This is an optimization exercise on Yosys and OpenROAD, whose aim is small area, not a production implementation. The RTL was checked by simulation tests, not by an equivalence proof against the original design. Power figures rest on the tool's default switching activity, not on a simulated workload.

Setup of ember:
// tcpu_core
module tcpu_core (
    input  wire        clk,
    input  wire        rst,
    output wire        mem_req,
    output wire        mem_we,
    output wire [15:0] mem_addr,
    output wire [7:0]  mem_wdata,
    input  wire        mem_gnt,
    input  wire        mem_rvalid,
    input  wire [7:0]  mem_rdata,
    input  wire        ev_post,
    input  wire [2:0]  ev_kind,
    input  wire [15:0] ev_payload,
    output wire        disk_req,
    output wire        disk_drive,
    output wire        disk_write,
    output wire [15:0] disk_maddr,
    output wire [15:0] disk_daddr,
    output wire        halted,
    output wire        waiting,
    output wire [1:0]  halt_cause,
    input  wire [3:0]  dbg_sel,
    output wire [15:0] dbg_data
);
Size: about 1400 cells after synthesis, roughly 240 flip-flops, ~11000 um2 of cells after synthesis.
Settings: LEC_CHECK=0, ABC_AREA=1, CAP_MARGIN=20, CORE_MARGIN=2, CORE_UTILIZATION=55, CTS_BUF_LIST=sky130_fd_sc_hd__clkbuf_2 sky130_fd_sc_hd__clkbuf_4, PLACE_DENSITY=0.7, SLEW_MARGIN=20; clock period 10.0 ns.
run.sh (not shown) runs the stock make flow with config.mk's settings and CLKGATE_MAP_FILE= SYNTH_SCRIPT=/design/flow/synth_recipe.tcl, a recipe that flattens the netlist after the stock synthesis.
ember: flow completed, timing, DRC and antenna clean
diff inputs: ember => garnet
# ember
export LEC_CHECK = 0
export ABC_AREA = 1
export CAP_MARGIN = 20
export CORE_MARGIN = 2
export CORE_UTILIZATION = 55
export CTS_BUF_LIST = sky130_fd_sc_hd__clkbuf_2 sky130_fd_sc_hd__clkbuf_4
export PLACE_DENSITY = 0.7
export SLEW_MARGIN = 20
create_clock -name core_clock -period 10.0 [get_ports {clk}]
# garnet
export LEC_CHECK = 0
export ABC_AREA = 1
export CAP_MARGIN = 20
export CORE_MARGIN = 2
export CORE_UTILIZATION = 30
export CTS_BUF_LIST = sky130_fd_sc_hd__clkbuf_4
export PLACE_DENSITY = 0.45
export SLEW_MARGIN = 20
create_clock -name core_clock -period 10.0 [get_ports {clk}]
--- outcome ---
On cell area after layout, ember beats garnet. [compare] base=ember new=garnet: core utilization of the finished layout decreased by 29 points relative to the old numbers, data arrival at the endpoint of the critical path increased by 0.06 ns relative to the old numbers. Clock network fraction of total power: garnet vs ember up 1.8 points. [garnet] clock buffer count rose 6.9% relative to ember. Compared with ember, garnet shows a lower routability congestion estimate. Number of standard cells in the layout, taps in and fillers out, ember and garnet: lower on ember.
Edits applied to the flow inputs when going from garnet to raven:
# garnet
export LEC_CHECK = 0
export ABC_AREA = 1
export CAP_MARGIN = 20
export CORE_MARGIN = 2
export CORE_UTILIZATION = 30
export CTS_BUF_LIST = sky130_fd_sc_hd__clkbuf_4
export PLACE_DENSITY = 0.45
export SLEW_MARGIN = 20
create_clock -name core_clock -period 10.0 [get_ports {clk}]
# raven
export LEC_CHECK = 0
export ABC_AREA = 1
export CAP_MARGIN = 20
export CORE_MARGIN = 2
export CORE_UTILIZATION = 55
export PLACE_DENSITY = 0.7
export SLEW_MARGIN = 20
export BUFFER_PORTS_ARGS = -buffer_cell sky130_fd_sc_hd__buf_1
export CTS_ARGS = -sink_clustering_enable -repair_clock_nets -dont_use_dummy_load -buf_list sky130_fd_sc_hd__clkbuf_16 -sink_clustering_size 25 -sink_clustering_max_diameter 100
export POST_FLOORPLAN_TCL = /design/flow/flow/downsize.tcl
create_clock -name core_clock -period 10.0 [get_ports {clk}]
==> flow/flow/run.sh (new file) <==
#!/bin/bash
# The standard layout, with three changes: the smallest buffer on the
# ports, every combinational cell started at its smallest size after
# floorplan (repair sizes them up as needed), and a clock tree of fewer,
# larger leaf buffers without dummy loads.
set -e
cat >> "$FLOW_CONFIG" <<EOC
export BUFFER_PORTS_ARGS = -buffer_cell sky130_fd_sc_hd__buf_1
export CTS_ARGS = -sink_clustering_enable -repair_clock_nets -dont_use_dummy_load -buf_list sky130_fd_sc_hd__clkbuf_16 -sink_clustering_size 25 -sink_clustering_max_diameter 100
export POST_FLOORPLAN_TCL = $PWD/flow/downsize.tcl
EOC
bash standard.sh > standard.log 2>&1
==> flow/flow/downsize.tcl (new file) <==
# Replace every combinational cell by the smallest cell of its family (same
# function and pins); the later repair steps size up what timing, slew or
# capacitance need.
set block [ord::get_db_block]
set db [ord::get_db]
set smallest [dict create]
foreach lib [$db getLibs] {
  foreach m [$lib getMasters] {
    set n [$m getName]
    if {[regexp {^(sky130_fd_sc_hd__[a-z0-9]+)_([0-9]+)$} $n -> base k]} {
      set a [expr {[$m getWidth] * [$m getHeight]}]
      if {![dict exists $smallest $base] || $a < [lindex [dict get $smallest $base] 1]} {
        dict set smallest $base [list $n $a]
      }
    }
  }
}
set count 0
foreach inst [$block getInsts] {
  set n [[$inst getMaster] getName]
  if {![regexp {^(sky130_fd_sc_hd__[a-z0-9]+)_([0-9]+)$} $n -> base k]} { continue }
  if {[regexp {__(df|edf|sdf|dl|conb|tap|fill|decap|clk|lpflow|probe|diode)} $n]} { continue }
  set new [lindex [dict get $smallest $base] 0]
  if {$new ne $n} {
    replace_cell [get_cells [$inst getName]] $new
    incr count
  }
}
puts "downsize: replaced $count cells"
==> flow/standard.sh (new file) <==
#!/bin/bash
# synth_recipe.tcl (not shown) runs the flow's synth.tcl, then flattens the netlist and writes it again
# the make line also repeats each setting of config.mk as NAME=value (left out here)
make -C /OpenROAD-flow-scripts/flow DESIGN_CONFIG=/design/flow/config.mk WORK_HOME=/design/flow/orfs CLKGATE_MAP_FILE= SYNTH_SCRIPT=/design/flow/synth_recipe.tcl "${@:-finish}"
removed: flow/run.sh
[summary]
- From garnet to raven the numbers moved as follows: power now smaller, setup slack saw an increase, mapped cell area roughly the same.

========
tcpu_core, a different RTL version from the one above (not shown whole).
For scale: roughly 1100 cells after synthesis, roughly 120 I/O pins, ~0.0095 sq mm of cells after synthesis.
export LEC_CHECK = 0
export ABC_AREA = 1
export CAP_MARGIN = 20
export CORE_MARGIN = 2
export CORE_UTILIZATION = 65
export PLACE_DENSITY = 0.8
export SLEW_MARGIN = 20
export BUFFER_PORTS_ARGS = -buffer_cell sky130_fd_sc_hd__buf_1
export CTS_ARGS = -sink_clustering_enable -repair_clock_nets -dont_use_dummy_load -buf_list sky130_fd_sc_hd__clkbuf_16 -sink_clustering_size 25 -sink_clustering_max_diameter 100
export POST_FLOORPLAN_TCL = /design/flow/flow/downsize.tcl
create_clock -name core_clock -period 10.0 [get_ports {clk}]
standard.sh (not shown) runs the stock make flow with config.mk's settings and CLKGATE_MAP_FILE= SYNTH_SCRIPT=/design/flow/synth_recipe.tcl, a recipe that flattens the netlist after the stock synthesis.
==> flow/flow/run.sh <==
#!/bin/bash
# The standard layout (standard.sh) with these changes:
#  - the smallest buffer on the ports
#  - after floorplan every combinational cell starts at its smallest size;
#    the repair steps size up what timing, slew or capacitance need
#  - a clock tree of fewer, larger leaf buffers without dummy loads
# Each tool's output goes to its own log here.
set -e
cat >> "$FLOW_CONFIG" <<EOC
export BUFFER_PORTS_ARGS = -buffer_cell sky130_fd_sc_hd__buf_1
export CTS_ARGS = -sink_clustering_enable -repair_clock_nets -dont_use_dummy_load -buf_list sky130_fd_sc_hd__clkbuf_16 -sink_clustering_size 25 -sink_clustering_max_diameter 100
export POST_FLOORPLAN_TCL = $PWD/flow/downsize.tcl
EOC
mkdir -p scripts_synth
cp -r "$FLOW_HOME/scripts/." scripts_synth/
cp flow/abc_area.script scripts_synth/abc_area.script
SCRIPTS_DIR=$PWD/scripts_synth bash standard.sh synth > synth.log 2>&1
bash standard.sh > standard.log 2>&1
==> flow/flow/abc_area.script <==
strash
ifraig
dc2
&get -n
&deepsyn -T 60
&put
strash
dch -f
map -a
strash
dch -f
map -a
strash
dch -f
map -a
topo
==> flow/flow/downsize.tcl <==
# Replace every combinational cell by the smallest cell of its family (same
# function and pins); the later repair steps size up what timing, slew or
# capacitance need.
set block [ord::get_db_block]
set db [ord::get_db]
set smallest [dict create]
foreach lib [$db getLibs] {
  foreach m [$lib getMasters] {
    set n [$m getName]
    if {[regexp {^(sky130_fd_sc_hd__[a-z0-9]+)_([0-9]+)$} $n -> base k]} {
      set a [expr {[$m getWidth] * [$m getHeight]}]
      if {![dict exists $smallest $base] || $a < [lindex [dict get $smallest $base] 1]} {
        dict set smallest $base [list $n $a]
      }
    }
  }
}
set count 0
foreach inst [$block getInsts] {
  set n [[$inst getMaster] getName]
  if {![regexp {^(sky130_fd_sc_hd__[a-z0-9]+)_([0-9]+)$} $n -> base k]} { continue }
  if {[regexp {__(df|edf|sdf|dl|conb|tap|fill|decap|clk|lpflow|probe|diode)} $n]} { continue }
  set new [lindex [dict get $smallest $base] 0]
  if {$new ne $n} {
    replace_cell [get_cells [$inst getName]] $new
    incr count
  }
}
puts "downsize: replaced $count cells"
The starting point ran to the end with no violations.
Edit:
--- a/flow/flow/run.sh
+++ b/flow/flow/run.sh
@@ -10,3 +10,3 @@
 export BUFFER_PORTS_ARGS = -buffer_cell sky130_fd_sc_hd__buf_1
-export CTS_ARGS = -sink_clustering_enable -repair_clock_nets -dont_use_dummy_load -buf_list sky130_fd_sc_hd__clkbuf_16 -sink_clustering_size 25 -sink_clustering_max_diameter 100
+export CTS_ARGS = -sink_clustering_enable -repair_clock_nets -dont_use_dummy_load -buf_list sky130_fd_sc_hd__clkbuf_16 -sink_clustering_size 25 -sink_clustering_max_diameter 100 -root_buf sky130_fd_sc_hd__clkbuf_4
 export POST_FLOORPLAN_TCL = $PWD/flow/downsize.tcl
- CORE_UTILIZATION: 65 -> 70
- CTS_ARGS: -sink_clustering_enable -repair_clock_nets -dont_use_dummy_load -buf_list sky130_fd_sc_hd__clkbuf_16 -sink_clustering_size 25 -sink_clustering_max_diameter 100 -> -sink_clustering_enable -repair_clock_nets -dont_use_dummy_load -buf_list sky130_fd_sc_hd__clkbuf_16 -sink_clustering_size 25 -sink_clustering_max_diameter 100 -root_buf sky130_fd_sc_hd__clkbuf_4
- PLACE_DENSITY: 0.8 -> 0.85
What happened:
- maximum frequency fell by a few percent
- first-iteration DRC count rose by well over a third
- die area fell by a few percent
- clock power fell by a little under a tenth

==> what the ideal ports hide <==
The flow's constraints put no driver on any port. The routed layouts listed below were extracted and timed again, unchanged, in two steps.
Step 1 (the two cells are an assumption about what drives the block):
set clk [get_ports {clk}]
set_driving_cell -lib_cell sky130_fd_sc_hd__clkbuf_16 $clk
set_driving_cell -lib_cell sky130_fd_sc_hd__buf_2 [delete_from_list [all_inputs] $clk]
Step 2 moves the port delays by t, midway between the first and last clock arrival at a register: inputs arrive t later, outputs are due t later. That takes back most of the time a late clock gives input paths.
a / b / c = no drivers / after step 1 / after step 2; a / b = the first two.
| run | shift t [ns] | setup WS [ns] | hold WS [ns] | latest minus earliest clock arrival (ns) | pins driven straight from the clock port |
|---|---|---|---|---|---|
| ember | 0.738 | 2.414 / 2.353 / 2.353 | 0.318 / 0.318 / 0.318 | 0.035 / 0.035 | 1 |
| garnet | 0.736 | 2.354 / 2.295 / 2.295 | 0.302 / 0.302 / 0.302 | 0.067 / 0.067 | 1 |
| raven | 0.518 | 2.981 / 2.957 / 2.957 | 0.330 / 0.330 / 0.330 | 0.028 / 0.029 | 1 |
| the first run of note 2 | 0.504 | 2.034 / 2.003 / 2.003 | 0.329 / 0.329 / 0.329 | 0.026 / 0.027 | 1 |
| the second run of note 2 | 0.653 | 1.590 / 1.548 / 1.587 | 0.329 / 0.329 / 0.329 | 0.021 / 0.021 | 1 |
After both steps setup and hold are still met in every run listed. The setup slack of ember, which loses most, moves by -0.061 ns with the drivers and by -0.061 ns with both steps.
